This design comes from an exercise in tuning for small area and few clock cycles on the open sky130 flow, not from production work.
Only simulation tests tie the RTL to the original design; equivalence was not proved.
Power is estimated from default activity; no workload was simulated.

$ cat flow/run.sh
#!/bin/bash
# synth_recipe.tcl (not shown) runs the flow's synth.tcl, then flattens the netlist and writes it again
# the make line also repeats each setting of config.mk as NAME=value (left out here)
make -C /OpenROAD-flow-scripts/flow DESIGN_CONFIG=/design/flow/config.mk WORK_HOME=/design/flow/orfs CLKGATE_MAP_FILE= SYNTH_SCRIPT=/design/flow/synth_recipe.tcl finish
$ cat flow/config.mk
export PLATFORM = sky130hd
export DESIGN_NAME = mcb_top
export DESIGN_NICKNAME = mcb_top
export VERILOG_FILES = /design/flow/design.v
export SDC_FILE = /design/flow/constraint.sdc
export NUM_CORES = 4
export LEC_CHECK = 0
export CAP_MARGIN = 20
export CORE_MARGIN = 2
export CORE_UTILIZATION = 40
export CTS_BUF_LIST = sky130_fd_sc_hd__clkbuf_4
export GPL_TIMING_DRIVEN = 0
export SLEW_MARGIN = 20
$ cat flow/constraint.sdc
create_clock -name core_clock -period 16.0 [get_ports {clk}]
set_input_delay 3.2000 -clock core_clock [delete_from_list [all_inputs] [get_ports {clk}]]
set_output_delay 3.2000 -clock core_clock [all_outputs]
set_load 0.01 [all_outputs]
$ cat flow/design.v
module mcb_enc (
    input  wire        clk,
    input  wire        rst,
    input  wire        start,      
    input  wire [1:0]  kind,       
    input  wire [7:0]  arg,        
    input  wire [14:0] t_half,     
    input  wire [14:0] amp,        
    output wire        busy,
    output wire        byte_full,  
    output wire        post_pend,  
    output wire        smp_valid,
    input  wire        smp_ready,
    output wire [15:0] smp_data
);
    reg [6:0]  halves;     
    reg [14:0] scnt;       
    reg [9:0]  sh;         
    reg        pre, post;
    reg [7:0]  bq [0:3];   
    reg [1:0]  rp, wp;
    reg [2:0]  bn;
    reg        pp;         
    assign busy      = (halves != 7'd0);
    assign smp_valid = busy;
    assign byte_full = bn[2];
    assign post_pend = pp;
    wire cur_bit    = pre | sh[0];
    wire first_half = ~halves[0];
    wire high_level = cur_bit ^ first_half;
    wire [15:0] pa = {1'b0, amp};
    assign smp_data = post ? 16'd0 : (high_level ? pa : (~pa + 16'd1));
    wire [14:0] scnt1 = scnt + 15'd1;
    wire half_end = busy && smp_ready && (scnt1 == t_half);
    wire done     = half_end && (halves == 7'd1);
    wire next_byte = done && (bn != 3'd0);
    wire next_post = done && (bn == 3'd0) && pp;
    wire direct    = start && (!busy || (done && bn == 3'd0 && !pp));
    wire push_byte = start && !direct && (kind == 2'd2);
    wire push_post = start && !direct && (kind == 2'd3);
    always @(posedge clk) begin
        if (rst) begin
            halves <= 7'd0;
            bn     <= 3'd0;
            pp     <= 1'b0;
            rp     <= 2'd0;
            wp     <= 2'd0;
        end else begin
            if (direct) begin
                case (kind)
                    2'd0:    halves <= 7'd64;
                    2'd1:    halves <= 7'd2;
                    2'd2:    halves <= 7'd20;
                    default: halves <= 7'd4;
                endcase
            end else if (next_byte) begin
                halves <= 7'd20;
            end else if (next_post) begin
                halves <= 7'd4;
            end else if (half_end) begin
                halves <= halves - 7'd1;
            end
            if (push_byte) wp <= wp + 2'd1;
            if (next_byte) rp <= rp + 2'd1;
            bn <= bn + {2'd0, push_byte} - {2'd0, next_byte};
            if (push_post)      pp <= 1'b1;
            else if (next_post) pp <= 1'b0;
        end
    end
    always @(posedge clk) begin
        if (push_byte) bq[wp] <= arg;
        if (direct) begin
            scnt <= 15'd0;
            pre  <= (kind == 2'd0);
            post <= (kind == 2'd3);
            sh   <= (kind == 2'd2) ? {1'b1, arg, 1'b0} : {9'd0, arg[0]};
        end else if (next_byte || next_post) begin
            scnt <= 15'd0;
            pre  <= 1'b0;
            post <= next_post;
            sh   <= {1'b1, bq[rp], 1'b0};
        end else if (busy && smp_ready) begin
            if (scnt1 == t_half) begin
                scnt <= 15'd0;
                if (!first_half) sh <= {1'b0, sh[9:1]};
            end else begin
                scnt <= scnt1;
            end
        end
    end
endmodule
module mcb_top (
    input  wire        clk,
    input  wire        rst,
    input  wire        cmd_valid,
    output wire        cmd_ready,
    input  wire [31:0] cmd_data,
    output wire        smp_valid,
    input  wire        smp_ready,
    output wire [15:0] smp_data,
    output reg         byte_valid,
    input  wire        byte_ready,
    output wire [7:0]  byte_data,
    output reg         rd_valid,
    input  wire        rd_ready,
    output reg  [31:0] rd_data,
    output wire        irq
);
    localparam [2:0] S_IDLE = 3'd0, S_ONSET = 3'd1, S_CLOCK = 3'd2, S_SYNC = 3'd3,
                     S_DATA = 3'd4, S_DONE = 3'd5, S_FAIL = 3'd6;
    localparam [1:0] LV_NONE = 2'd0, LV_L = 2'd1, LV_H = 2'd2;
    localparam [2:0] E_CONFIG = 3'd1, E_CLOCK = 3'd2, E_DESYNC = 3'd3,
                     E_FRAMING = 3'd4, E_CMD = 3'd5;
    localparam N_KEEP = 8;    
    reg [2:0]  dstate;
    reg [5:1]  errflags;      
    reg [2:0]  cause;
    reg [31:0] esmp, ebyte, cmdcnt;
    reg [14:0] enc_t, enc_a, minvol;
    reg [1:0]  ctrl;
    reg [31:0] smpcnt;
    reg [14:0] nf;            
    reg        thr_ok;        
    reg [14:0] clk_t;
    reg [31:0] bitcnt, bytecnt, skipcnt;
    reg        be;
    reg [14:0] mv;
    reg [1:0]  lvl;
    reg [16:0] cnt;           
    reg [1:0]  stg;           
    reg [15:0] ncnt;          
    reg        xs;
    reg [4:0]  bufn;
    reg        outl;
    reg        ph;
    reg [3:0]  nb;
    reg [9:0]  sh;
    reg        partial;
    reg [16:0] bq [0:N_KEEP-1];    
    reg [4:0]  rd_sel;
    wire       enc_busy, enc_bfull, enc_ppend;
    reg        enc_start;
    mcb_enc u_enc (
        .clk(clk), .rst(rst),
        .start(enc_start), .kind(cmd_data[25:24]), .arg(cmd_data[7:0]),
        .t_half(enc_t), .amp(enc_a), .busy(enc_busy),
        .byte_full(enc_bfull), .post_pend(enc_ppend),
        .smp_valid(smp_valid), .smp_ready(smp_ready), .smp_data(smp_data)
    );
    wire [7:0] hop = cmd_data[31:24];
    wire enc_hold = enc_busy && (
        (hop == 8'h02 && cmd_data[23:17] == 7'h08) || (hop == 8'h01) ||
        (hop == 8'h10) || (hop == 8'h11) ||
        (hop == 8'h12 && (enc_bfull || enc_ppend)) ||
        (hop == 8'h13 && enc_ppend));
    assign cmd_ready = !enc_hold && (!rd_valid || rd_ready) && (!byte_valid || byte_ready);
    wire accept = cmd_valid && cmd_ready;
    assign irq = ctrl[1] && ((errflags != 5'd0) || dstate == S_DONE || dstate == S_FAIL);
    assign byte_data = sh[8:1];
    wire [31:0] w   = cmd_data;
    wire [7:0]  op  = w[31:24];
    wire [7:0]  a   = w[23:16];
    wire [15:0] imm = w[15:0];
    wire lo0 = (w[23:0] == 24'd0);
    wire c_nop    = (op == 8'h00) && lo0;
    wire c_srst   = (op == 8'h01) && lo0;
    wire c_wr     = (op == 8'h02);
    wire c_rd     = (op == 8'h03) && (imm == 16'd0);
    wire c_epre   = (op == 8'h10) && lo0;
    wire c_ebit   = (op == 8'h11) && (w[23:1] == 23'd0);
    wire c_ebyte  = (op == 8'h12) && (w[23:8] == 16'd0);
    wire c_epost  = (op == 8'h13) && lo0;
    wire c_dstart = (op == 8'h20) && lo0;
    wire c_dsmp   = (op == 8'h21) && (a == 8'h00);
    wire c_dend   = (op == 8'h22) && lo0;
    wire c_fsbit  = (op == 8'h23) && (w[23:1] == 23'd0);
    wire c_fsend  = (op == 8'h24) && lo0;
    wire c_enc    = c_epre | c_ebit | c_ebyte | c_epost;
    wire rd_mapped = (a[7:3] == 5'h00 && a[2:0] != 3'd7) ||
                     (a[7:2] == 6'h04) ||
                     (a[7:3] == 5'h04 && a[2:0] != 3'd7);
    always @* begin
        case (rd_sel)
            5'h00: rd_data = 32'h4D43_0100;
            5'h01: rd_data = {25'd0, be, (skipcnt != 32'd0), partial, (clk_t != 15'd0), dstate};
            5'h02: rd_data = {26'd0, errflags, 1'b0};
            5'h03: rd_data = {29'd0, cause};
            5'h04: rd_data = esmp;
            5'h05: rd_data = ebyte;
            5'h06: rd_data = cmdcnt;
            5'h08: rd_data = {17'd0, enc_t};
            5'h09: rd_data = {17'd0, enc_a};
            5'h0a: rd_data = {17'd0, minvol};
            5'h0b: rd_data = {30'd0, ctrl};
            5'h10: rd_data = smpcnt;
            5'h11: rd_data = {17'd0, nf};
            5'h12: rd_data = {16'd0, thr};
            5'h13: rd_data = {17'd0, clk_t};
            5'h14: rd_data = bitcnt;
            5'h15: rd_data = bytecnt;
            5'h16: rd_data = skipcnt;
            default: rd_data = 32'd0;
        endcase
    end
    wire [16:0] nf2   = {1'b0, nf, 1'b0};
    wire [16:0] thr_c = (nf2 > {2'b0, mv}) ? nf2 : {2'b0, mv};
    wire [15:0] thr   = thr_ok ? thr_c[15:0] : 16'd0;
    function [31:0] sat_inc;
        input [31:0] v;
        sat_inc = (&v) ? v : v + 32'd1;
    endfunction
    reg [2:0]  n_dstate;
    reg [5:1]  n_errflags;
    reg [2:0]  n_cause;
    reg [31:0] n_esmp, n_ebyte, n_cmdcnt;
    reg [14:0] n_enc_t, n_enc_a, n_minvol;
    reg [1:0]  n_ctrl;
    reg [31:0] n_smpcnt;
    reg [14:0] n_nf, n_clk_t;
    reg        n_thr_ok;
    reg [31:0] n_bitcnt, n_bytecnt, n_skipcnt;
    reg        n_be;
    reg [14:0] n_mv;
    reg [1:0]  n_lvl;
    reg [16:0] n_cnt;
    reg [1:0]  n_stg;
    reg [15:0] n_ncnt;
    reg        n_xs;
    reg [4:0]  n_bufn;
    reg        n_outl;
    reg        n_ph;
    reg [3:0]  n_nb;
    reg [9:0]  n_sh;
    reg        n_partial;
    reg [16:0] n_bq [0:N_KEEP-1];
    reg        n_byte_valid, n_rd_valid;
    reg [4:0]  n_rd_sel;
    reg        n_reset;
    reg        raise_en;
    reg [2:0]  raise_code;
    reg [15:0] s;
    reg [16:0] mag;
    reg [1:0]  cls;
    reg [16:0] d17;
    reg [16:0] med;
    reg        consistent, do_insert, do_restart;
    reg [N_KEEP-1:0] gt;
    reg [16:0] lock_m;
    reg        lng, bitv, smp_done, push_en, push_b, finish_en, desync_en;
    reg [16:0] cnt1;
    reg [14:0] gap, t_new;
    reg        adv, xreset;
    reg [17:0] d2;
    reg [18:0] m3;
    reg [32:0] ebsum;
    integer    i;
    always @* begin
        n_dstate   = dstate;   n_errflags = errflags; n_cause  = cause;
        n_esmp     = esmp;     n_ebyte    = ebyte;    n_cmdcnt = cmdcnt;
        n_enc_t    = enc_t;    n_enc_a    = enc_a;    n_minvol = minvol;
        n_ctrl     = ctrl;     n_smpcnt   = smpcnt;
        n_nf       = nf;       n_thr_ok   = thr_ok;      n_clk_t  = clk_t;
        n_bitcnt   = bitcnt;   n_bytecnt  = bytecnt;  n_skipcnt = skipcnt;
        n_be       = be;       n_mv       = mv;
        n_lvl      = lvl;      n_cnt      = cnt;      n_stg    = stg;      n_ncnt   = ncnt;
        n_xs       = xs;       n_bufn     = bufn;     n_outl   = outl;
        n_ph       = ph;       n_nb       = nb;       n_sh     = sh;
        n_partial  = partial;
        for (i = 0; i < N_KEEP; i = i + 1) n_bq[i] = bq[i];
        n_byte_valid = byte_valid && !byte_ready;
        n_rd_valid   = rd_valid && !rd_ready;
        n_rd_sel     = rd_sel;
        n_reset      = 1'b0;
        enc_start    = 1'b0;
        raise_en = 1'b0; raise_code = 3'd0;
        s = imm;
        mag = s[15] ? ({1'b0, ~s} + 17'd1) : {1'b0, s};
        cls = LV_NONE; d17 = cnt;
        med = 17'd0;
        consistent = 1'b0; do_insert = 1'b0; do_restart = 1'b0; lock_m = 17'd0;
        lng = 1'b0; bitv = 1'b0; smp_done = 1'b0;
        push_en = 1'b0; push_b = 1'b0; finish_en = 1'b0; desync_en = 1'b0;
        gt = {N_KEEP{1'b0}};
        cnt1 = cnt + 17'd1;
        gap = (stg == 2'd0) ? {1'b0, clk_t[14:1]} : (stg == 2'd1) ? clk_t : (clk_t | 15'd1);
        adv = (stg != 2'd3) && (cnt1 == {2'b0, gap});
        t_new = clk_t; xreset = 1'b0;
        d2 = {cnt, 1'b0}; m3 = 19'd0;
        ebsum = 33'd0;
        if (accept) begin
            n_cmdcnt = sat_inc(cmdcnt);
            if (c_nop) begin
            end else if (c_srst) begin
                n_reset = 1'b1;
            end else if (c_wr) begin
                case (a)
                    8'h10: if (imm[15] == 1'b0 && imm != 16'd0) n_enc_t = imm[14:0];
                           else raise_en = 1'b1;
                    8'h11: if (imm[15] == 1'b0 && imm != 16'd0) n_enc_a = imm[14:0];
                           else raise_en = 1'b1;
                    8'h12: if (imm[15] == 1'b0 && imm != 16'd0) n_minvol = imm[14:0];
                           else raise_en = 1'b1;
                    8'h13: n_ctrl = imm[1:0];
                    8'h02: n_errflags = errflags & ~imm[5:1];
                    default: begin raise_en = 1'b1; raise_code = E_CMD; end
                endcase
                if (raise_en && raise_code == 3'd0) raise_code = E_CONFIG;
            end else if (c_rd) begin
                n_rd_valid = 1'b1;
                n_rd_sel   = rd_mapped ? {a[5:4], a[2:0]} : 5'h07;
                if (!rd_mapped) begin raise_en = 1'b1; raise_code = E_CMD; end
            end else if (c_enc) begin
                if (enc_t == 15'd0) begin
                    raise_en = 1'b1; raise_code = E_CONFIG;
                end else begin
                    enc_start = 1'b1;
                end
            end else if (c_dstart) begin
                n_smpcnt = 32'd0; n_nf = 15'd0; n_thr_ok = 1'b0; n_clk_t = 15'd0;
                n_bitcnt = 32'd0; n_bytecnt = 32'd0; n_skipcnt = 32'd0;
                n_lvl = LV_NONE; n_cnt = 17'd0; n_ncnt = 16'd0; n_xs = 1'b0;
                n_bufn = 5'd0; n_outl = 1'b0; n_ph = 1'b0; n_nb = 4'd0; n_partial = 1'b0;
                n_errflags = errflags & 5'b10001;
                n_be = ctrl[0];
                n_mv = minvol;
                n_dstate = S_ONSET;
            end else if (c_dsmp) begin
                if (dstate == S_IDLE) begin
                    raise_en = 1'b1; raise_code = E_CMD;
                end else if (dstate == S_DONE || dstate == S_FAIL) begin
                end else if ((dstate == S_ONSET || dstate == S_CLOCK) && (smpcnt[31:16] != 16'd0)) begin
                    raise_en = 1'b1; raise_code = E_CLOCK;
                    n_dstate = S_FAIL;
                end else begin
                    if (dstate == S_ONSET) begin
                        if (mag < {2'b0, mv}) begin
                            if (mag[14:0] > nf) n_nf = mag[14:0];
                        end else begin
                            n_thr_ok = 1'b1;
                            n_dstate = S_CLOCK;
                        end
                    end
                    if (mag >= thr_c) cls = s[15] ? LV_L : LV_H;
                    else              cls = LV_NONE;
                    if (n_dstate == S_CLOCK) begin
                        if (cls == LV_NONE) begin
                            if (lvl != LV_NONE) n_cnt = cnt1;
                        end else if (lvl == LV_NONE) begin
                            n_lvl = cls; n_cnt = 17'd1;
                        end else if (cls == lvl) begin
                            n_cnt = cnt1;
                        end else begin
                            n_lvl = cls; n_cnt = 17'd1;
                            if (!xs) begin
                                n_xs = 1'b1;
                            end else begin
                                if (bufn == 5'd0) begin
                                    do_restart = 1'b1;
                                end else begin
                                    med = bq[(bufn - 5'd1) >> 1];
                                    m3 = {2'b0, med} + {1'b0, med, 1'b0};
                                    consistent = ({1'b0, med} <= d2) && ({1'b0, d2} <= m3);
                                    if (consistent)   do_insert = 1'b1;
                                    else if (outl)    do_restart = 1'b1;
                                    else              n_outl = 1'b1;
                                end
                                if (do_restart) begin
                                    n_bq[0] = d17; n_bufn = 5'd1; n_outl = 1'b0;
                                end
                                if (do_insert) begin
                                    for (i = 0; i < N_KEEP; i = i + 1)
                                        gt[i] = (i >= bufn) || (bq[i] > d17);
                                    for (i = 0; i < N_KEEP; i = i + 1) begin
                                        if (gt[i]) begin
                                            if (i > 0 && gt[(i > 0) ? i - 1 : 0]) n_bq[i] = bq[(i > 0) ? i - 1 : 0];
                                            else                                  n_bq[i] = d17;
                                        end
                                    end
                                    n_bufn = bufn + 5'd1; n_outl = 1'b0;
                                end
                                if (n_bufn == 5'd16) begin
                                    lock_m = n_bq[7];
                                    if (lock_m != 17'd0 && lock_m[16:15] == 2'b00) begin
                                        n_clk_t  = lock_m[14:0];
                                        t_new    = lock_m[14:0];
                                        xreset   = 1'b1;
                                        n_dstate = S_SYNC;
                                        n_ncnt   = 16'd0;
                                    end else begin
                                        n_bufn = 5'd0; n_outl = 1'b0;
                                    end
                                end
                            end
                        end
                    end else if (dstate == S_SYNC || dstate == S_DATA) begin
                        n_cnt = adv ? 17'd0 : cnt1;
                        n_stg = adv ? stg + 2'd1 : stg;
                        if (cls == LV_NONE) begin
                            n_ncnt = ncnt + 16'd1;
                            if (ncnt == {clk_t, 1'b0}) finish_en = 1'b1;
                        end else if (cls == lvl) begin
                            n_ncnt = 16'd0;
                            if (n_stg == 2'd3) desync_en = 1'b1;
                        end else begin
                            n_ncnt = 16'd0; n_lvl = cls; xreset = 1'b1;
                            if (stg == 2'd0 || stg == 2'd3) begin
                                desync_en = 1'b1;
                            end else begin
                                lng  = (stg == 2'd2);
                                bitv = (cls == LV_H);
                                if (dstate == S_SYNC) begin
                                    if (lng) begin
                                        n_dstate = S_DATA; n_ph = 1'b0;
                                        push_en = 1'b1; push_b = bitv;
                                    end
                                end else if (ph == 1'b0) begin
                                    if (lng) begin push_en = 1'b1; push_b = bitv; end
                                    else n_ph = 1'b1;
                                end else begin
                                    if (lng) desync_en = 1'b1;
                                    else begin n_ph = 1'b0; push_en = 1'b1; push_b = bitv; end
                                end
                            end
                        end
                        if (push_en) n_bitcnt = sat_inc(bitcnt);
                    end
                    smp_done = 1'b1;
                end
            end else if (c_dend) begin
                if (dstate == S_IDLE) begin
                    raise_en = 1'b1; raise_code = E_CMD;
                end else if (dstate == S_ONSET || dstate == S_CLOCK) begin
                    raise_en = 1'b1; raise_code = E_CLOCK;
                    n_dstate = S_FAIL;
                end else if (dstate == S_SYNC || dstate == S_DATA)
                    finish_en = 1'b1;
            end else if (c_fsbit) begin
                if (dstate == S_IDLE) begin
                    raise_en = 1'b1; raise_code = E_CMD;
                end else if (dstate != S_DONE && dstate != S_FAIL) begin
                    push_en = 1'b1; push_b = w[0];
                end
            end else if (c_fsend) begin
                if (dstate == S_IDLE) begin
                    raise_en = 1'b1; raise_code = E_CMD;
                end else if (dstate != S_DONE && dstate != S_FAIL)
                    finish_en = 1'b1;
            end else begin
                raise_en = 1'b1; raise_code = E_CMD;
            end
            if (push_en) begin
                n_sh[nb] = push_b;
                if (nb == 4'd9) begin
                    n_nb = 4'd0;
                    if (sh[0] == 1'b0 && push_b == 1'b1) begin
                        n_byte_valid = 1'b1;
                        n_bytecnt    = sat_inc(bytecnt);
                    end else begin
                        raise_en = 1'b1; raise_code = E_FRAMING;
                        if (be) begin
                            n_skipcnt = sat_inc(skipcnt); n_partial = 1'b1;
                        end else begin
                            n_dstate = S_FAIL;
                        end
                    end
                end else begin
                    n_nb = nb + 4'd1;
                end
            end
            if (finish_en) begin
                if (nb != 4'd0) begin
                    n_nb = 4'd0;
                    raise_en = 1'b1; raise_code = E_FRAMING;
                    if (be) begin
                        n_skipcnt = sat_inc(skipcnt); n_partial = 1'b1; n_dstate = S_DONE;
                    end else begin
                        n_dstate = S_FAIL;
                    end
                end else begin
                    n_dstate = S_DONE;
                end
            end
            if (desync_en) begin
                raise_en = 1'b1; raise_code = E_DESYNC;
                if (be && bytecnt != 32'd0) begin
                    n_partial = 1'b1; n_dstate = S_DONE;
                end else begin
                    n_dstate = S_FAIL;
                end
            end
            if (xreset) begin
                if (t_new[14:2] == 13'd0 && !(t_new[1] & t_new[0])) begin
                    n_stg = 2'd1; n_cnt = 17'd0;
                end else begin
                    n_stg = 2'd0; n_cnt = {16'd0, ~t_new[0]};
                end
            end
            if (smp_done) n_smpcnt = sat_inc(smpcnt);
            if (raise_en) begin
                n_errflags[raise_code] = 1'b1;
                n_cause    = raise_code;
                n_esmp     = smpcnt;
                ebsum      = {1'b0, bytecnt} + {1'b0, skipcnt};
                n_ebyte    = ebsum[32] ? 32'hFFFF_FFFF : ebsum[31:0];
            end
        end
    end
    always @(posedge clk) begin
        if (rst || n_reset) begin
            dstate <= S_IDLE; errflags <= 5'd0; cause <= 3'd0;
            esmp <= 32'd0; ebyte <= 32'd0; cmdcnt <= 32'd0;
            enc_t <= 15'd0; enc_a <= 15'd24576; minvol <= 15'd2048; ctrl <= 2'd0;
            smpcnt <= 32'd0; nf <= 15'd0; thr_ok <= 1'b0; clk_t <= 15'd0;
            bitcnt <= 32'd0; bytecnt <= 32'd0; skipcnt <= 32'd0;
            be <= 1'b0; mv <= 15'd0; lvl <= LV_NONE; cnt <= 17'd0; stg <= 2'd0; ncnt <= 16'd0;
            xs <= 1'b0; bufn <= 5'd0; outl <= 1'b0; ph <= 1'b0; nb <= 4'd0; partial <= 1'b0;
        end else begin
            dstate <= n_dstate; errflags <= n_errflags; cause <= n_cause;
            esmp <= n_esmp; ebyte <= n_ebyte; cmdcnt <= n_cmdcnt;
            enc_t <= n_enc_t; enc_a <= n_enc_a; minvol <= n_minvol; ctrl <= n_ctrl;
            smpcnt <= n_smpcnt; nf <= n_nf; thr_ok <= n_thr_ok; clk_t <= n_clk_t;
            bitcnt <= n_bitcnt; bytecnt <= n_bytecnt; skipcnt <= n_skipcnt;
            be <= n_be; mv <= n_mv; lvl <= n_lvl; cnt <= n_cnt; stg <= n_stg; ncnt <= n_ncnt;
            xs <= n_xs; bufn <= n_bufn; outl <= n_outl; ph <= n_ph; nb <= n_nb; partial <= n_partial;
        end
    end
    always @(posedge clk) begin
        if (rst) begin
            byte_valid <= 1'b0;
            rd_valid   <= 1'b0;
        end else begin
            byte_valid <= n_byte_valid;
            rd_valid   <= n_rd_valid;
        end
        rd_sel <= n_rd_sel;
    end
    always @(posedge clk) begin
        for (i = 0; i < N_KEEP; i = i + 1) bq[i] <= n_bq[i];
        sh <= n_sh;
    end
endmodule
==> results of run 1 <==
## stage by stage
step / worst slack (ns) / hold slack, ns / util, %
floorplan: 5.20 / 0.432 / -
global placement: -1.27 / 0.442 / 42.8
detailed placement: 3.60 / 0.448 / 42.9
CTS: 4.76 / 0.456 / 45.1
global route: 3.86 / 0.468 / 45.1
finish: 4.32 / 0.457 / 45.1
## synth_stat cells (24+ instances only)
cell type and n:
nand2_1 520, a22oi_1 108, or4_1 25, a21o_1 75
nand4_1 111, nor4_1 73, o21ai_0 341, and4_1 29
nand2b_1 58, and2_1 31, and3_1 71, nor2_1 387
nor2b_1 47, inv_1 137, or3_1 61, dfxtp_1 413
mux2i_1 100, a221oi_1 24, nand3_1 168, o31ai_1 29
edfxtp_1 194, xnor2_1 102, o21a_1 38, a21oi_1 449
ha_1 321, a31oi_1 44, mux2_2 91, xor2_1 108
nor3_1 102, clkbuf_1 222
## cell families (layout without fill, tap and decap cells)
family,Yosys count,in the layout,synth area share [%]
flops,607,607,33.9
simple gates,1795,1795,21.6
xor+xnor,211,211,4.48
mux,205,205,5.59
buf+inv,426,829,4.09
fa+ha+maj,325,325,9.83
compound gates,1363,1363,20.5
other cells,0,7,0
## cell type report
type	count	area share, %
Sequential cell	607	30.2
Tap cell	1380	3.70
Timing Repair Buffer	101	2.16
Inverter	141	1.14
Clock buffer	253	4.08
Clock inverter	49	0.685
Buffer	285	2.52
Multi-Input combinational cell	3899	55.4
Antenna cell	7	0.0376
## state kept, by name, summed over array words and instances, names as in the netlist, 16 cells and up, named ones only
signal / cells
bitcnt: 32
bq: 136
bytecnt: 32
cmdcnt: 32
cnt: 17
ebyte: 32
esmp: 32
ncnt: 16
skipcnt: 32
smpcnt: 32
u_enc.bq: 32
## worst reg2reg max path: cells and delay by family, from the launching register on
kind	cells	cell delay, ns
compound gates	16	3.68
flops	1	0.35
simple gates	5	1.99
buf+inv	7	2.21
fa+ha+maj	3	0.95
xor+xnor	1	0.72
## layer usage
metal / part of all wire (%) / track usage, %
met1: 41 / 43.5
met2: 43 / 49.9
met3: 10 / 7.64
met4: 5.5 / 16.9
met5: 0.0078 / 0
## final timing paths
kind / to / depth (start not counted) / slack, ns / startpoint
min: esmp[4] / 2 / 0.46 / esmp[4]
min reg2reg: esmp[4] / 2 / 0.46 / esmp[4]
max reg2reg: bq[2][0] / 32 / 5.83 / bufn[1]
max: errflags[5] / 31 / 4.32 / cmd_data[0]
## cell usage in the layout, fill, tap and decap left out, drive strengths merged, types with 31 or more instances in the layout
master / Yosys / final
nand2: 520 / 520
clkbuf: 226 / 479
a21oi: 449 / 449
dfxtp: 413 / 413
nor2: 387 / 387
o21ai: 347 / 347
ha: 321 / 321
edfxtp: 194 / 194
nand3: 169 / 169
inv: 138 / 143
nand4: 111 / 111
xor2: 108 / 108
a22oi: 108 / 108
nor3: 103 / 103
xnor2: 102 / 102
mux2i: 100 / 100
clkdlybuf4s50: 0 / 94
mux2: 93 / 93
nor4: 79 / 79
a21o: 75 / 75
and3: 71 / 71
buf: 59 / 66
or3: 61 / 61
nand2b: 59 / 59
nor2b: 47 / 47
a31oi: 47 / 47
o21a: 38 / 38
clkinv: 3 / 38
and2: 31 / 31
## power groups by stage
stage          clock network (W)  registers, W  logic [W]
2_1_floorplan                  0       0.00163   0.000200
3_3_place_gp                   0       0.00164   0.000310
3_5_place_dp                   0       0.00164   0.000312
4_1_cts                  0.00154       0.00160   0.000315
5_1_grt                  0.00162       0.00160   0.000348
6_report                 0.00153       0.00160   0.000324
==> reports/qor.csv, run 1 <==
stage,metric,value,unit
sta,highest clock rate,0.0856,GHz
routing,# DRC,0,
synth,yosys warns,4,
critical_path,CP arrival,12.72,ns
routing,wire length per cell,26.8,um
power,Logic pwr share,9.4,%
sta,Fin Setup TNS,0,ns
power,clock power share,44.2,%
power,Final Total Pwr,0.00345,W
cts,CTS resizes,0,
finish,Final Cell Area,46600,sq um
sta,endpoints failing setup,0,
routing,routed wire length,180000,um
power,Pint,0.00247,W
sta,Worst Max-Slew Pin Slew,1.22,ns
floorplanning,starting density of the core,40.2,%
finish,fillers,10400,
floorplanning,CORE AREA,103000,sq um
routing,Vias/cell,6.27,
finish,Layout Nets,5570,
critical_path,worst stage delay on the critical path,0.74,ns
synth,cell taking the most area after synthesis,dfxtp_1,
sta,final period utilization,73.0,%
synth,Syn Nets,5294,
sta,worst clock skew,0.121,ns
floorplanning,Die Area,107000,sq um
hold_path,Hold Path Class,reg -> reg,
finish,Layout area overhead,12.1,%
critical_path,"critical path fanouts, max",10,
synth,post-synthesis sequential area ratio,33.9,%
power,switching pwr,0.000981,W
global_route,largest net degree at the start of global routing,18,
power,sequential power share,46.4,%
cts,CTS tree,yes,
routing,drt initial violations,5581,
global_route,initial antenna violation count,7,
synth,post-synthesis cell type count,98,
floorplanning,Ports,99,
cts,Worst-path clk slew,0.06,ns
global_route,vias in the first global route,38700,
synth,Seq cells post-synth,607,
global_route,GRT Total Usage,32.8,%
power,Lkg Pwr,16.7,nW
sta,Pins Over Slew Limit,0,
critical_path,WS Path Type,in -> reg,
synth,ys flop type,dfxtp_1,
power,switch share,28.4,%
routing,Post-DRT Antenna Nets,0,
finish,FF+latch area,14100,sq um
cts,number of buffers created by CTS,173,
cts,Clock Tree Root,clkbuf_4,
critical_path,"delay-heaviest family, CP",compound AO/OA/AOI/OAI gates,
finish,Post-Layout Cell Count,6722,
placement,Port Buf Inserts,94,
critical_path,critical path endpoint category,flop,
critical_path,CP max stage cell,clkbuf_1,
cts,postcts setup bufs,0,
global_route,global-route wire length before repair,262000,um
placement,placed cells,6413,
cts,CTS Buffer Depth,3,
power,pwr dens,74.1,nW/um^2
sta,RSZ-0062 raised after global routing,false,
sta,min Tclk post-route,11.68,ns
cts,"Clk Latency, worst-skew pair",1.18,ns
power,Worst VDD drop,0.0575,mV
placement,placer's final routability congestion estimate,1.02,
cts,Sink Count,607,
synth,dominant cells by area after synthesis,"dfxtp_1, edfxtp_1, ha_1",
synth,Post-synth EDFFs,194,
cts,CTS Hold Bufs,0,
synth,Synth Cell Area,41600,sq um
critical_path,Crit path required time,17.05,ns
routing,DRT Pass-1 Iters,8,
synth,fraction of registers with async set/reset,0,%
critical_path,CP dominant cell by count,ha_1,
placement,area post-placement,44400,sq um
routing,Vias,42200,
finish,multi-input logic area,25800,sq um
synth,"Avg Cell Area, Syn",8.43,sq um
floorplanning,Rows,118,
critical_path,crit start category,primary input,
finish,share of post-route cells with drive strength above 1,9.41,%
synth,synthesized instance count,4932,
floorplanning,die width,326,um
flow_run,max-cap violation count,0,
placement,HPWL after detailed placement,135000,um
cts,CTS H-tree lvls,4,
sta,Final Hold Viols,0,
sta,normalized max-slew margin,18.3,%
global_route,GR Overflow Total,0,
floorplanning,die height,326,um
synth,Yosys top cell area share,19.9,%
run_status,status,timing/DRC/antenna clean,
critical_path,CP bufs+invs,6,
Testbench counts, summed over its fixed seeds: cycles 108,164.
==> run 2, diff against run 1 <==
--- a/flow/config.mk
+++ b/flow/config.mk
@@ -9,5 +9,3 @@
 export CORE_MARGIN = 2
 export CORE_UTILIZATION = 40
-export CTS_BUF_LIST = sky130_fd_sc_hd__clkbuf_4
-export GPL_TIMING_DRIVEN = 0
 export SLEW_MARGIN = 20
==> reports/qor.csv, run 2 <==
stage,metric,value,unit,change
synth,dominant cells by area after synthesis,"dfxtp_1, edfxtp_1, ha_1",,
critical_path,CP max stage cell,clkdlybuf4s50_1,,
cts,number of buffers created by CTS,74,,-57%
floorplanning,die width,326,um,unchanged
floorplanning,Die Area,107000,sq um,unchanged
placement,HPWL after detailed placement,116000,um,-14%
finish,multi-input logic area,25900,sq um,+0.30%
run_status,status,timing/DRC/antenna clean,,
placement,placer's final routability congestion estimate,0.945,,-7.4%
finish,max reg flops,136,,unchanged
finish,Layout Nets,5279,,-5.2%
sta,Min Hold Slack,0.456,ns,-0.000646 ns
cts,CTS Hold Bufs,0,,unchanged
critical_path,CP dominant cell by count,ha_1,,
routing,Vias/cell,6.19,,-1.2%
routing,drt initial violations,4672,,-16%
hold_path,Hold Path Origin,esmp[14],,
power,Worst VDD drop,0.0834,mV,+45%
critical_path,Crit path required time,16.61,ns,-0.44 ns
floorplanning,starting density of the core,40.2,%,unchanged
cts,CTS H-tree lvls,3,,-1
synth,post-synthesis sequential area ratio,33.9,%,unchanged
finish,"commonest cells after routing, fill and taps aside","nand2_1, a21oi_1, dfxtp_1",,
critical_path,worst stage delay on the critical path,0.79,ns,+0.05 ns
synth,ys flop type,dfxtp_1,,
synth,Post-synth EDFFs,194,,unchanged
synth,"Avg Cell Area, Syn",8.43,sq um,unchanged
routing,wire length per cell,24.7,um,-8.1%
sta,worst clock skew,0.0416,ns,-0.0791 ns
synth,Seq cells post-synth,607,,unchanged
routing,DRT Pass-1 Iters,9,,+1
critical_path,FF-to-FF Start,bufn[1],,
finish,Layout area overhead,11.8,%,
synth,Syn Nets,5294,,unchanged
critical_path,WS Path Type,in -> reg,,
floorplanning,CORE AREA,103000,sq um,unchanged
sta,endpoints failing setup,0,,unchanged
cts,"Clk Latency, worst-skew pair",0.67,ns,-0.51 ns
global_route,largest net degree at the start of global routing,80,,+62
critical_path,"critical path fanouts, max",14,,+4
synth,Yosys top cell area share,19.9,%,unchanged
synth,fraction of registers with async set/reset,0,%,unchanged
critical_path,CP arrival,11.05,ns,-1.67 ns
floorplanning,Ports,99,,unchanged
cts,CTS tree,yes,,
routing,Post-DRT Antenna Nets,0,,unchanged
sta,highest clock rate,0.0958,GHz,+12%
floorplanning,Rows,118,,unchanged
cts,CTS Buffer Depth,3,,unchanged
routing,# DRC,0,,unchanged
power,Lkg Pwr,16.6,nW,-0.47%
sta,final period utilization,65.2,%,-7.8 points
global_route,GR Overflow Total,0,,unchanged
sta,RSZ-0062 raised after global routing,false,,
synth,most frequent cells after synthesis,"nand2_1, a21oi_1, dfxtp_1",,
global_route,vias in the first global route,36300,,-6.2%
flow_run,max-cap violation count,0,,unchanged
cts,postcts setup bufs,0,,unchanged
synth,Synth Cell Area,41600,sq um,unchanged
sta,normalized max-slew margin,17.6,%,-0.76 points
routing,Vias,39400,,-6.6%
cts,Worst-path clk slew,0.06,ns,about the same
synth,cell taking the most area after synthesis,dfxtp_1,,
global_route,GRT Total Usage,28.5,%,-4.3 points
sta,Pins Over Slew Limit,0,,unchanged
floorplanning,die height,326,um,unchanged
sta,min Tclk post-route,10.44,ns,-1.24 ns
routing,routed wire length,157000,um,-13%
power,pwr dens,78.8,nW/um^2,+6.4%
placement,Port Buf Inserts,98,,+4.3%
critical_path,Worst Setup SP,cmd_data[0],,
finish,fillers,10200,,-2.1%
hold_path,Hold Path Class,reg -> reg,,
sta,Fin Setup TNS,0,ns,unchanged
critical_path,critical path endpoint category,flop,,
critical_path,crit start category,primary input,,
finish,most common library cell in the layout ignoring fill and taps,nand2_1,,
global_route,initial antenna violation count,0,,-7
sta,Worst Max-Slew Pin Slew,1.23,ns,+0.00685 ns
cts,CTS resizes,0,,unchanged
finish,Top reg by flops,bq,,
sta,Final Hold Viols,0,,unchanged
finish,utilization after layout,45.0,%,-0.12 points
cts,Sink Count,607,,unchanged
synth,yosys warns,4,,unchanged
synth,post-synthesis cell type count,98,,unchanged
synth,synthesized instance count,4932,,unchanged
finish,share of post-route cells with drive strength above 1,8.24,%,-1.2 points
finish,FF+latch area,14100,sq um,about the same
cts,Clock Tree Root,clkbuf_16,,
synth,"count leader, synth",nand2_1,,
global_route,global-route wire length before repair,235000,um,-10%
run 2: report_power, final:
| group | switching, W | internal [W] |
|---|---|---|
| Sequential | 0.0000114 | 0.00159 |
| Clock | 0.000749 | 0.00102 |
| Combinational | 0.000186 | 0.000104 |
| Total | 0.000947 | 0.00272 |
run 2: logic make-up after synthesis:
logic type	after synthesis	share of synthesized area, %
xor+xnor	211	4.48
mux	205	5.59
flops	607	33.9
simple gates	1795	21.6
fa+ha+maj	325	9.83
compound gates	1363	20.5
buf+inv	426	4.09
run 2: routing by layer:
metal,up-vias,wire length (um),GRT usage (%)
li1,18300,-,-
met1,19100,69200,40.3
met2,1695,68500,43.7
met3,316,12200,4.09
met4,0,7010,11.5
met5,-,0,0
run 2: worst paths after layout:
kind / end / slack (ns) / cells past startpoint
max: errflags[5] / 5.56 / 30
min: esmp[14] / 0.46 / 2
max reg2reg: clk_t[3] / 6.16 / 32
min reg2reg: esmp[14] / 0.46 / 2
run 2: worst max-delay path, delay by kind of cell:
family          cells  cell delay (ns)
compound gates      8             2.39
simple gates       10             1.94
buf+inv             5             1.62
fa+ha+maj           4             1.09
xor+xnor            2             0.48
mux                 1             0.33
run 2: through the flow:
step	std cells	setup slack [ns]	instance area [sq um]	total power, W
floorplan	4932	5.20	41600	0.00183
detailed placement	6221	4.98	44000	0.00192
CTS	6358	5.61	46500	0.00367
global placement	6221	4.90	44000	0.00192
finish	6359	5.56	46500	0.00366
global route	6358	5.04	46500	0.00377
run 2: cell type report:
type | count | share of cell area (%)
flip-flops and latches | 607 | 30.3
repair buffers | 194 | 3.66
clock inverters | 41 | 0.853
multi-input cells | 3899 | 55.7
inverters | 141 | 1.14
clock buffers | 96 | 4.55
diodes | 1 | 0.00538
well taps | 1380 | 3.71
==> run 3, diff against run 2 <==
--- a/flow/design.v
+++ b/flow/design.v
@@ -127,5 +127,5 @@
     reg [14:0] mv;
     reg [1:0]  lvl;
-    reg [16:0] cnt;           
+    reg [15:0] cnt;           
     reg [1:0]  stg;           
     reg [15:0] ncnt;          
@@ -137,5 +137,5 @@
     reg [9:0]  sh;
     reg        partial;
-    reg [16:0] bq [0:N_KEEP-1];    
+    reg [15:0] bq [0:N_KEEP-1];    
     reg [4:0]  rd_sel;
     wire       enc_busy, enc_bfull, enc_ppend;
@@ -223,5 +223,5 @@
     reg [14:0] n_mv;
     reg [1:0]  n_lvl;
-    reg [16:0] n_cnt;
+    reg [15:0] n_cnt;
     reg [1:0]  n_stg;
     reg [15:0] n_ncnt;
@@ -233,5 +233,5 @@
     reg [9:0]  n_sh;
     reg        n_partial;
-    reg [16:0] n_bq [0:N_KEEP-1];
+    reg [15:0] n_bq [0:N_KEEP-1];
     reg        n_byte_valid, n_rd_valid;
     reg [4:0]  n_rd_sel;
@@ -242,15 +242,14 @@
     reg [16:0] mag;
     reg [1:0]  cls;
-    reg [16:0] d17;
-    reg [16:0] med;
+    reg [15:0] d17;
+    reg [15:0] med;
     reg        consistent, do_insert, do_restart;
     reg [N_KEEP-1:0] gt;
-    reg [16:0] lock_m;
+    reg [15:0] lock_m;
     reg        lng, bitv, smp_done, push_en, push_b, finish_en, desync_en;
-    reg [16:0] cnt1;
+    reg [15:0] cnt1;
     reg [14:0] gap, t_new;
     reg        adv, xreset;
-    reg [17:0] d2;
-    reg [18:0] m3;
+    reg [16:0] e;
     reg [32:0] ebsum;
     integer    i;
@@ -277,14 +276,14 @@
         mag = s[15] ? ({1'b0, ~s} + 17'd1) : {1'b0, s};
         cls = LV_NONE; d17 = cnt;
-        med = 17'd0;
-        consistent = 1'b0; do_insert = 1'b0; do_restart = 1'b0; lock_m = 17'd0;
+        med = 16'd0;
+        consistent = 1'b0; do_insert = 1'b0; do_restart = 1'b0; lock_m = 16'd0;
         lng = 1'b0; bitv = 1'b0; smp_done = 1'b0;
         push_en = 1'b0; push_b = 1'b0; finish_en = 1'b0; desync_en = 1'b0;
         gt = {N_KEEP{1'b0}};
-        cnt1 = cnt + 17'd1;
+        cnt1 = cnt + 16'd1;
         gap = (stg == 2'd0) ? {1'b0, clk_t[14:1]} : (stg == 2'd1) ? clk_t : (clk_t | 15'd1);
-        adv = (stg != 2'd3) && (cnt1 == {2'b0, gap});
+        adv = (stg != 2'd3) && (cnt1 == {1'b0, gap});
         t_new = clk_t; xreset = 1'b0;
-        d2 = {cnt, 1'b0}; m3 = 19'd0;
+        e = 17'd0;
         ebsum = 33'd0;
         if (accept) begin
@@ -319,5 +318,5 @@
                 n_smpcnt = 32'd0; n_nf = 15'd0; n_thr_ok = 1'b0; n_clk_t = 15'd0;
                 n_bitcnt = 32'd0; n_bytecnt = 32'd0; n_skipcnt = 32'd0;
-                n_lvl = LV_NONE; n_cnt = 17'd0; n_ncnt = 16'd0; n_xs = 1'b0;
+                n_lvl = LV_NONE; n_cnt = 16'd0; n_ncnt = 16'd0; n_xs = 1'b0;
                 n_bufn = 5'd0; n_outl = 1'b0; n_ph = 1'b0; n_nb = 4'd0; n_partial = 1'b0;
                 n_errflags = errflags & 5'b10001;
@@ -347,9 +346,9 @@
                             if (lvl != LV_NONE) n_cnt = cnt1;
                         end else if (lvl == LV_NONE) begin
-                            n_lvl = cls; n_cnt = 17'd1;
+                            n_lvl = cls; n_cnt = 16'd1;
                         end else if (cls == lvl) begin
                             n_cnt = cnt1;
                         end else begin
-                            n_lvl = cls; n_cnt = 17'd1;
+                            n_lvl = cls; n_cnt = 16'd1;
                             if (!xs) begin
                                 n_xs = 1'b1;
@@ -359,6 +358,6 @@
                                 end else begin
                                     med = bq[(bufn - 5'd1) >> 1];
-                                    m3 = {2'b0, med} + {1'b0, med, 1'b0};
-                                    consistent = ({1'b0, med} <= d2) && ({1'b0, d2} <= m3);
+                                    e = {1'b0, d17} - {2'b0, med[15:1]};
+                                    consistent = !e[16] && (e[15:0] != 16'd0 || !med[0]) && (e[15:0] <= med);
                                     if (consistent)   do_insert = 1'b1;
                                     else if (outl)    do_restart = 1'b1;
@@ -381,5 +380,5 @@
                                 if (n_bufn == 5'd16) begin
                                     lock_m = n_bq[7];
-                                    if (lock_m != 17'd0 && lock_m[16:15] == 2'b00) begin
+                                    if (lock_m != 16'd0 && lock_m[15] == 1'b0) begin
                                         n_clk_t  = lock_m[14:0];
                                         t_new    = lock_m[14:0];
@@ -394,5 +393,5 @@
                         end
                     end else if (dstate == S_SYNC || dstate == S_DATA) begin
-                        n_cnt = adv ? 17'd0 : cnt1;
+                        n_cnt = adv ? 16'd0 : cnt1;
                         n_stg = adv ? stg + 2'd1 : stg;
                         if (cls == LV_NONE) begin
@@ -491,7 +490,7 @@
             if (xreset) begin
                 if (t_new[14:2] == 13'd0 && !(t_new[1] & t_new[0])) begin
-                    n_stg = 2'd1; n_cnt = 17'd0;
+                    n_stg = 2'd1; n_cnt = 16'd0;
                 end else begin
-                    n_stg = 2'd0; n_cnt = {16'd0, ~t_new[0]};
+                    n_stg = 2'd0; n_cnt = {15'd0, ~t_new[0]};
                 end
             end
@@ -513,6 +512,5 @@
             smpcnt <= 32'd0; nf <= 15'd0; thr_ok <= 1'b0; clk_t <= 15'd0;
             bitcnt <= 32'd0; bytecnt <= 32'd0; skipcnt <= 32'd0;
-            be <= 1'b0; mv <= 15'd0; lvl <= LV_NONE; cnt <= 17'd0; stg <= 2'd0; ncnt <= 16'd0;
-            xs <= 1'b0; bufn <= 5'd0; outl <= 1'b0; ph <= 1'b0; nb <= 4'd0; partial <= 1'b0;
+            be <= 1'b0; partial <= 1'b0;
         end else begin
             dstate <= n_dstate; errflags <= n_errflags; cause <= n_cause;
@@ -521,9 +519,12 @@
             smpcnt <= n_smpcnt; nf <= n_nf; thr_ok <= n_thr_ok; clk_t <= n_clk_t;
             bitcnt <= n_bitcnt; bytecnt <= n_bytecnt; skipcnt <= n_skipcnt;
-            be <= n_be; mv <= n_mv; lvl <= n_lvl; cnt <= n_cnt; stg <= n_stg; ncnt <= n_ncnt;
-            xs <= n_xs; bufn <= n_bufn; outl <= n_outl; ph <= n_ph; nb <= n_nb; partial <= n_partial;
+            be <= n_be; partial <= n_partial;
         end
     end
     always @(posedge clk) begin
+        mv <= n_mv; lvl <= n_lvl; cnt <= n_cnt; stg <= n_stg; ncnt <= n_ncnt;
+        xs <= n_xs; bufn <= n_bufn; outl <= n_outl; ph <= n_ph; nb <= n_nb;
+    end
+    always @(posedge clk) begin
         if (rst) begin
             byte_valid <= 1'b0;
==> reports/qor.csv, run 3 <==
stage,metric,value,unit,change
routing,# DRC,0,,unchanged
cts,Sink Count,598,,-1.5%
cts,Clock Tree Root,clkbuf_16,,
finish,max reg flops,128,,-5.9%
hold_path,Hold Path Origin,esmp[17],,
global_route,largest net degree at the start of global routing,84,,+5.0%
finish,most common library cell in the layout ignoring fill and taps,nand2_1,,
finish,Layout area overhead,12.3,%,
placement,placer's final routability congestion estimate,0.931,,-1.5%
floorplanning,CORE AREA,100000,sq um,-3.2%
sta,Fin Setup TNS,0,ns,unchanged
global_route,GR Overflow Total,0,,unchanged
synth,yosys warns,4,,unchanged
global_route,initial antenna violation count,1,,+1
run_status,status,timing/DRC/antenna clean,,
cts,CTS H-tree lvls,3,,unchanged
cts,CTS Buffer Depth,3,,unchanged
critical_path,CP dominant cell by count,a21oi_1,,
critical_path,CP arrival,10.02,ns,-1.03 ns
placement,Port Buf Inserts,98,,unchanged
cts,"Clk Latency, worst-skew pair",0.66,ns,about the same
routing,Post-DRT Antenna Nets,0,,unchanged
critical_path,CP cell instances,clkdlybuf4s50_1 -> nor4_1 -> nand3_1 -> o31ai_1 -> xnor2_1 -> ha_1 -> a2111oi_0 -> nor3_1 -> o41a_1 -> o21ai_0 -> a21oi_1 -> a2bb2oi_1 -> nand4_1 -> o21ai_2 -> buf_4 -> or4b_2 -> a21oi_1,,
synth,post-synthesis cell type count,92,,-6.1%
critical_path,CP bufs+invs,2,,-3
synth,Syn Nets,5012,,-5.3%
sta,setup ws final,6.54,ns,+0.981 ns
critical_path,WS Path Type,in -> reg,,
synth,dominant cells by area after synthesis,"edfxtp_1, dfxtp_1, ha_1",,
finish,Top reg by flops,bq,,
critical_path,crit start category,primary input,,
global_route,vias in the first global route,35200,,-3.0%
sta,final period utilization,59.1,%,-6.1 points
cts,CTS tree,yes,,
sta,endpoints failing setup,0,,unchanged
cts,CTS Hold Bufs,0,,unchanged
global_route,global-route wire length before repair,219000,um,-6.6%
floorplanning,Ports,99,,unchanged
critical_path,"delay-heaviest family, CP",compound AO/OA/AOI/OAI gates,,
floorplanning,die width,322,um,-1.5%
synth,ys flop type,dfxtp_1,,
floorplanning,Rows,116,,-1.7%
cts,postcts setup bufs,0,,unchanged
sta,min Tclk post-route,9.46,ns,-0.981 ns
finish,share of post-route cells with drive strength above 1,8.35,%,+0.11 points
critical_path,critical path endpoint category,flop,,
cts,CTS resizes,0,,unchanged
sta,Min Hold Slack,0.454,ns,-0.00265 ns
routing,Vias,37400,,-5.1%
sta,Pins Over Slew Limit,0,,unchanged
sta,RSZ-0062 raised after global routing,false,,
synth,Seq cells post-synth,598,,-1.5%
critical_path,Crit path required time,16.56,ns,-0.05 ns
cts,number of buffers created by CTS,74,,unchanged
placement,DP Worst Slack,6.16,ns,+1.18 ns
sta,highest clock rate,0.106,GHz,+10%
floorplanning,die height,322,um,-1.5%
placement,HPWL after detailed placement,107000,um,-7.7%
synth,Yosys top cell area share,18.5,%,-1.4 points
routing,Vias/cell,6.20,,about the same
critical_path,Worst Setup SP,cmd_data[5],,
sta,Final Hold Viols,0,,unchanged
synth,Post-synth EDFFs,249,,+28%
critical_path,"critical path fanouts, max",24,,+10
sta,Worst Max-Slew Pin Slew,1.19,ns,-0.0423 ns
power,Worst VDD drop,0.0703,mV,-16%
flow_run,max-cap violation count,0,,unchanged
critical_path,worst stage delay on the critical path,0.92,ns,+0.13 ns
sta,worst clock skew,0.0372,ns,-0.00444 ns
critical_path,FF-to-FF Start,bufn[2],,
critical_path,CP max stage cell,nor4_1,,
synth,cell taking the most area after synthesis,edfxtp_1,,
synth,synthesized instance count,4686,,-5.0%
synth,most frequent cells after synthesis,"nand2_1, nor2_1, a21oi_1",,
power,pwr dens,78.7,nW/um^2,-0.11%
power,Lkg Pwr,16.4,nW,-1.6%
synth,fraction of registers with async set/reset,0,%,unchanged
finish,utilization after layout,45.3,%,+0.35 points
synth,"count leader, synth",nand2_1,,
hold_path,Hold Path Class,reg -> reg,,
routing,DRT Pass-1 Iters,8,,-1
sta,normalized max-slew margin,20.1,%,+2.5 points
floorplanning,starting density of the core,40.3,%,+0.12 points
routing,wire length per cell,24.0,um,-2.6%
synth,"Avg Cell Area, Syn",8.61,sq um,+2.1%
routing,routed wire length,145000,um,-7.7%
cts,Worst-path clk slew,0.06,ns,about the same
routing,drt initial violations,4153,,-11%
finish,"commonest cells after routing, fill and taps aside","nand2_1, nor2_1, dfxtp_1",,
finish,Layout Nets,4995,,-5.4%
synth,post-synthesis sequential area ratio,35.9,%,+2.0 points
floorplanning,Die Area,103000,sq um,-2.9%
synth,Synth Cell Area,40300,sq um,-3.0%
global_route,GRT Total Usage,27.4,%,-1.1 points
-- run 3: cell type report --
type	count	area, sq um
Fill cell	9719	54700
Multi-Input combinational cell	3660	24400
Sequential cell	598	14500
Clock buffer	102	2140
Timing Repair Buffer	188	1670
Tap cell	1298	1620
Inverter	147	552
Clock inverter	35	500
Antenna cell	1	2.50
-- run 3: per-layer routing --
layer	up-vias	global-route usage, %	wire length (um)
li1	17300	-	-
met1	18200	37.3	62300
met2	1591	43.3	64900
met3	287	3.90	11500
met4	0	11.7	6120
met5	-	0	0
-- run 3: logic make-up after synthesis --
group / Yosys count / share of synthesized area, %
AO/OA/AOI/OAI: 1199 / 19.0
XOR/XNOR: 244 / 5.40
adder cells (fa/ha/maj): 290 / 9.04
buffers and inverters: 428 / 4.12
flip-flops: 598 / 35.9
multiplexers: 204 / 5.73
AND/OR/NAND/NOR: 1723 / 20.9
-- run 3: through the flow --
stage | cell area (sq um) | power [W] | std cells
after floorplan | 40300 | 0.00170 | 4686
after global placement | 42600 | 0.00175 | 5890
after detailed placement | 42600 | 0.00176 | 5890
after CTS | 45300 | 0.00359 | 6027
after global routing | 45300 | 0.00366 | 6028
final | 45300 | 0.00357 | 6029
-- run 3: worst min-delay path, stage by stage (launching register included) --
cell	delay [ns]
dfxtp_1	0.31
nand2_1	0.05
a21oi_1	0.05
-- run 3: path summary, 6_finish.rpt --
path	end	slack, ns	cells past startpoint
worst max-delay path	bytecnt[8]	6.54	17
worst min-delay path	esmp[17]	0.45	2
worst max register to register	stg[0]	7.01	30
worst min register to register	esmp[17]	0.45	2
-- run 3: report_power, final --
group,switching [W],internal (W)
Clock,0.000722,0.00112
Sequential,0.00000732,0.00159
Combinational,0.0000899,0.0000439
Testbench counts of run 3, summed over its fixed seeds: cycles 108,164.
==> run 4, diff against run 3 <==
==> flow/flow/run.sh (new file) <==
#!/bin/bash
# Layout flow: the standard flow (standard.sh) with one change, the ABC
# script used to map the logic in synthesis is an area-oriented one
# (flow/abc_area.script) instead of ORFS's delay-oriented abc_speed.script.
# Everything else, the flip-flop mapping and names included, is the standard
# synthesis and layout. Each step's full output goes to a log file here.
set -euo pipefail
WORK=$(pwd)
# a private copy of ORFS's scripts folder with the ABC script replaced
rm -rf "$WORK/orfs_scripts"
cp -r "$FLOW_HOME/scripts" "$WORK/orfs_scripts"
cp "$WORK/flow/abc_area.script" "$WORK/orfs_scripts/abc_speed.script"
bash standard.sh synth "SCRIPTS_DIR=$WORK/orfs_scripts" > "$WORK/flow_synth.log" 2>&1
bash standard.sh finish "SCRIPTS_DIR=$WORK/orfs_scripts" > "$WORK/flow_layout.log" 2>&1
test -s "$WORK/out/final.def"
==> flow/flow/abc_area.script (new file) <==
strash
&get -n
&fraig -x
&put
dc2
dc2
strash
&get -n
&dch -f
&nf -a
&put
strash
&get -n
&dch -f
&nf -a
&put
==> flow/standard.sh (new file) <==
#!/bin/bash
# synth_recipe.tcl (not shown) runs the flow's synth.tcl, then flattens the netlist and writes it again
# the make line also repeats each setting of config.mk as NAME=value (left out here)
make -C /OpenROAD-flow-scripts/flow DESIGN_CONFIG=/design/flow/config.mk WORK_HOME=/design/flow/orfs CLKGATE_MAP_FILE= SYNTH_SCRIPT=/design/flow/synth_recipe.tcl "${@:-finish}"
removed: flow/run.sh
==> reports/qor.csv, run 4 <==
stage,metric,value,unit,change
sta,Final Hold Viols,0,,unchanged
cts,"Clk Latency, worst-skew pair",0.65,ns,about the same
power,Logic pwr share,3.4,%,-0.4 points
routing,drt initial violations,3681,,-11%
critical_path,CP max stage cell,nand4b_1,,
critical_path,"critical path fanouts, max",30,,+25%
synth,"count leader, synth",a21oi_1,,
critical_path,RR Endpoint,cnt[0],,
sta,Pins Over Slew Limit,0,,unchanged
synth,fraction of registers with async set/reset,0,%,unchanged
finish,Layout area overhead,15.4,%,
hold_path,WHS Endpoint,mv[7],,
routing,Vias/cell,6.05,,-2.5%
synth,ys flop type,dfxtp_1,,
critical_path,WS Path Type,reg -> reg,,
synth,Synth Cell Area,36500,sq um,-9.6%
finish,max reg flops,128,,unchanged
floorplanning,starting density of the core,40.5,%,+0.11 points
global_route,global-route wire length before repair,201000,um,-8.4%
placement,placer's final routability congestion estimate,0.934,,+0.30%
finish,"commonest cells after routing, fill and taps aside","a21oi_1, nor2_1, nand2_1",,
critical_path,FF-to-FF Start,bufn[1],,
placement,area post-placement,39600,sq um,-7.2%
sta,min Tclk post-route,11.64,ns,+2.19 ns
finish,share of post-route cells with drive strength above 1,5.07,%,-3.3 points
cts,Clock Tree Root,clkbuf_16,,
synth,Post-Synth XOR/XNOR Area,3.65,%,-1.7 points
routing,wire length per cell,23.5,um,-2.2%
synth,post-synthesis cell type count,68,,-26%
synth,Simple-Gate Fraction of Synth Area,21.4,%,+0.46 points
cts,CTS H-tree lvls,3,,unchanged
synth,dominant cells by area after synthesis,"edfxtp_1, dfxtp_1, ha_1",,
sta,Fin Setup TNS,0,ns,unchanged
sta,highest clock rate,0.0859,GHz,-19%
sta,RSZ-0062 raised after global routing,false,,
global_route,GRT Total Usage,27.8,%,+0.42 points
critical_path,r2r setup slk,4.36,ns,-2.65 ns
floorplanning,Die Area,93600,sq um,-9.5%
floorplanning,Rows,110,,-5.2%
synth,Seq cells post-synth,598,,unchanged
synth,"Avg Cell Area, Syn",8.72,sq um,+1.3%
finish,Final Cell Area,42100,sq um,-7.2%
placement,placed cells,5519,,-6.3%
power,switch share,23.2,%,+0.24 points
flow_run,max-cap violation count,0,,unchanged
routing,Vias,34200,,-8.5%
critical_path,critical path endpoint category,flop,,
placement,HPWL after detailed placement,96300,um,-10%
floorplanning,Ports,99,,unchanged
synth,mux contribution to synthesized area,3.08,%,-2.7 points
hold_path,Hold Path Depth,0,,-2
power,Lkg Pwr,15.5,nW,-5.6%
finish,Layout Nets,4744,,-5.0%
global_route,vias in the first global route,32200,,-8.5%
routing,# DRC,0,,unchanged
cts,CTS tree,yes,,
sta,worst clock skew,0.0316,ns,-0.00554 ns
synth,cell taking the most area after synthesis,edfxtp_1,,
global_route,GR Layer Usage met1,36.5,%,-0.78 points
power,Final Total Pwr,0.00343,W,-3.7%
finish,most common library cell in the layout ignoring fill and taps,a21oi_1,,
sta,endpoints failing setup,0,,unchanged
floorplanning,die height,306,um,-4.9%
routing,Post-DRT Antenna Nets,0,,unchanged
cts,CTS Buffer Depth,3,,unchanged
power,clock power share,50.2,%,-1.4 points
synth,synthesized instance count,4180,,-11%
power,Pint,0.00264,W,-4.0%
run_status,status,timing/DRC/antenna clean,,
routing,routed wire length,133000,um,-8.3%
sta,final period utilization,72.8,%,+14 points
cts,number of buffers created by CTS,73,,-1.4%
power,switching pwr,0.000796,W,-2.7%
synth,largest family of logic cells by synthesized area,simple AND/OR/NAND/NOR gates,,
synth,Syn Nets,4506,,-10%
global_route,initial antenna violation count,2,,+1
global_route,met2 usage,44.8,%,+1.5 points
power,pwr dens,81.6,nW/um^2,+3.7%
routing,DRT Pass-1 Iters,7,,-1
global_route,Most Crowded Layer GR,met2,,
global_route,largest net degree at the start of global routing,80,,-4.8%
floorplanning,CORE AREA,90100,sq um,-9.9%
global_route,GR Layer Usage met3,3.95,%,+0.055 points
hold_path,Hold Path Class,reg -> reg,,
synth,Yosys top cell area share,20.5,%,+2.0 points
synth,Compound-Gate Fraction of Synth Area,20.7,%,+1.7 points
cts,Worst-path clk slew,0.06,ns,about the same
power,sequential power share,46.4,%,+1.7 points
synth,Synth Area in Adders,9.97,%,+0.93 points
critical_path,crit start category,flop,,
finish,multi-input logic area,21600,sq um,-11%
finish,Post-Layout Cell Count,5655,,-6.2%
placement,Port Buf Inserts,98,,unchanged
synth,most frequent cells after synthesis,"a21oi_1, nor2_1, nand2_1",,
cts,Sink Count,598,,unchanged
sta,normalized max-slew margin,19.4,%,-0.68 points
synth,Post-synth EDFFs,249,,unchanged
cts,CTS Hold Bufs,0,,unchanged
cts,postcts setup bufs,0,,unchanged
critical_path,CP dominant cell by count,a21o_1,,
critical_path,CP arrival,12.03,ns,+2.01 ns
global_route,GR Overflow Total,0,,unchanged
finish,Top reg by flops,bq,,
hold_path,Hold Path Origin,minvol[7],,
floorplanning,die width,306,um,-4.9%
critical_path,worst stage delay on the critical path,0.69,ns,-0.23 ns
critical_path,Crit path required time,16.39,ns,-0.17 ns
cts,CTS resizes,0,,unchanged
synth,post-synthesis sequential area ratio,39.7,%,+3.8 points
synth,yosys warns,4,,unchanged
finish,FF+latch area,14500,sq um,unchanged
critical_path,cells on worst reg2reg path,45,,+50%
finish,fillers,8776,,-9.7%
power,Worst VDD drop,0.0697,mV,-0.81%
sta,Worst Max-Slew Pin Slew,1.19,ns,+0.00367 ns
==> run 4: cell types whose count changed after synthesis, sizes merged, moves of 43 or more <==
cell    previous run  this run
clkbuf           231         0
inv              143         0
a21oi            351       507
and3              59       116
xnor2            137        94
clkinv             4       142
a22oi            109        59
mux2             117         9
nor2             413       497
nand3            181       109
a222oi            23        81
xor2             104        58
==> run 4: cell type report <==
class | count | share of cell area, %
sequential | 598 | 34.4
clock inverter | 25 | 0.723
clock buffer | 109 | 5.11
multi-input combinational | 3432 | 51.4
antenna | 2 | 0.0119
timing repair buffer | 171 | 3.63
tap | 1176 | 3.50
inverter | 142 | 1.27
==> run 4: metal layers <==
metal	wire length, um	up-vias
met5	0	-
met4	7240	0
met3	9200	316
met2	60700	1352
met1	55700	16100
li1	-	16400
==> run 4: kinds of logic after synthesis <==
| group | Yosys count |
|---|---|
| flip-flops | 598 |
| AND/OR/NAND/NOR | 1651 |
| AO/OA/AOI/OAI | 1239 |
| multiplexers | 101 |
| adder cells (fa/ha/maj) | 289 |
| buffers and inverters | 150 |
| XOR/XNOR | 152 |
==> run 4: worst max-delay path by stage <==
stage | cells after the start | slack (ns) | startpoint | endpoint
final | 45 | 4.36 | bufn[1] | cnt[0]
after global routing | 45 | 3.50 | bufn[1] | cnt[0]
after CTS | 45 | 4.48 | bufn[1] | cnt[0]
after detailed placement | 45 | 4.50 | bufn[1] | cnt[0]
after global placement | 45 | 4.64 | bufn[1] | cnt[0]
after floorplan | 12 | 4.35 | cmd_data[24] | bitcnt[6]
==> run 4: power groups by stage <==
stage,Combinational [W],Clock [W],Sequential [W]
after floorplan,0.0000653,0,0.00162
after global placement,0.000114,0,0.00163
after detailed placement,0.000114,0,0.00163
after CTS,0.000115,0.00174,0.00159
after global routing,0.000129,0.00180,0.00159
final,0.000117,0.00172,0.00159
==> run 4: worst max-delay path: cells and delay by family (launching register included) <==
| family | cells | cell delay, ns |
|---|---|---|
| xor gates and xnor gates | 2 | 0.54 |
| buffers and inverters | 3 | 0.74 |
| adders and majority gates | 4 | 1.25 |
| AOI/OAI and AO/OA | 22 | 4.53 |
| DFF | 1 | 0.50 |
| muxes | 2 | 0.69 |
| and+or+nand+nor | 12 | 3.13 |
==> run 4: per-stage QoR <==
stage | hold slack [ns] | setup WS [ns] | utilization (%)
finish | 0.476 | 4.36 | 46.7
CTS | 0.473 | 4.48 | 46.6
global placement | 0.447 | 4.64 | 43.9
global route | 0.490 | 3.50 | 46.7
detailed placement | 0.454 | 4.50 | 43.9
floorplan | 0.428 | 4.35 | -

-- port drivers added, routing unchanged --
The flow's constraints put no driver on any port. The routed layouts listed below were extracted and timed again, unchanged, in two steps.
Step 1: set_driving_cell puts a clkbuf_16 on clk and a buf_2 on each other input, an assumption about the parent block.
Step 2 moves the port delays by t, midway between the first and last clock arrival at a register: inputs arrive t later, outputs are due t later. That takes back most of the time a late clock gives input paths.
Three values: ideal, step 1, step 2; two values: the first two.
run	shift t [ns]	setup WS [ns]	latest minus earliest clock arrival (ns)
run 1	1.183	4.322 / 4.351 / 3.168	0.123 / 0.123
run 2	0.714	5.563 / 5.592 / 4.878	0.042 / 0.042
run 3	0.722	6.544 / 6.545 / 5.866	0.037 / 0.037
run 4	0.702	4.357 / 4.357 / 4.357	0.032 / 0.032
After both steps setup and hold are still met in every run listed. For run 1, which loses most, drivers alone change the setup slack by +0.029 ns; drivers and shift together by -1.154 ns.
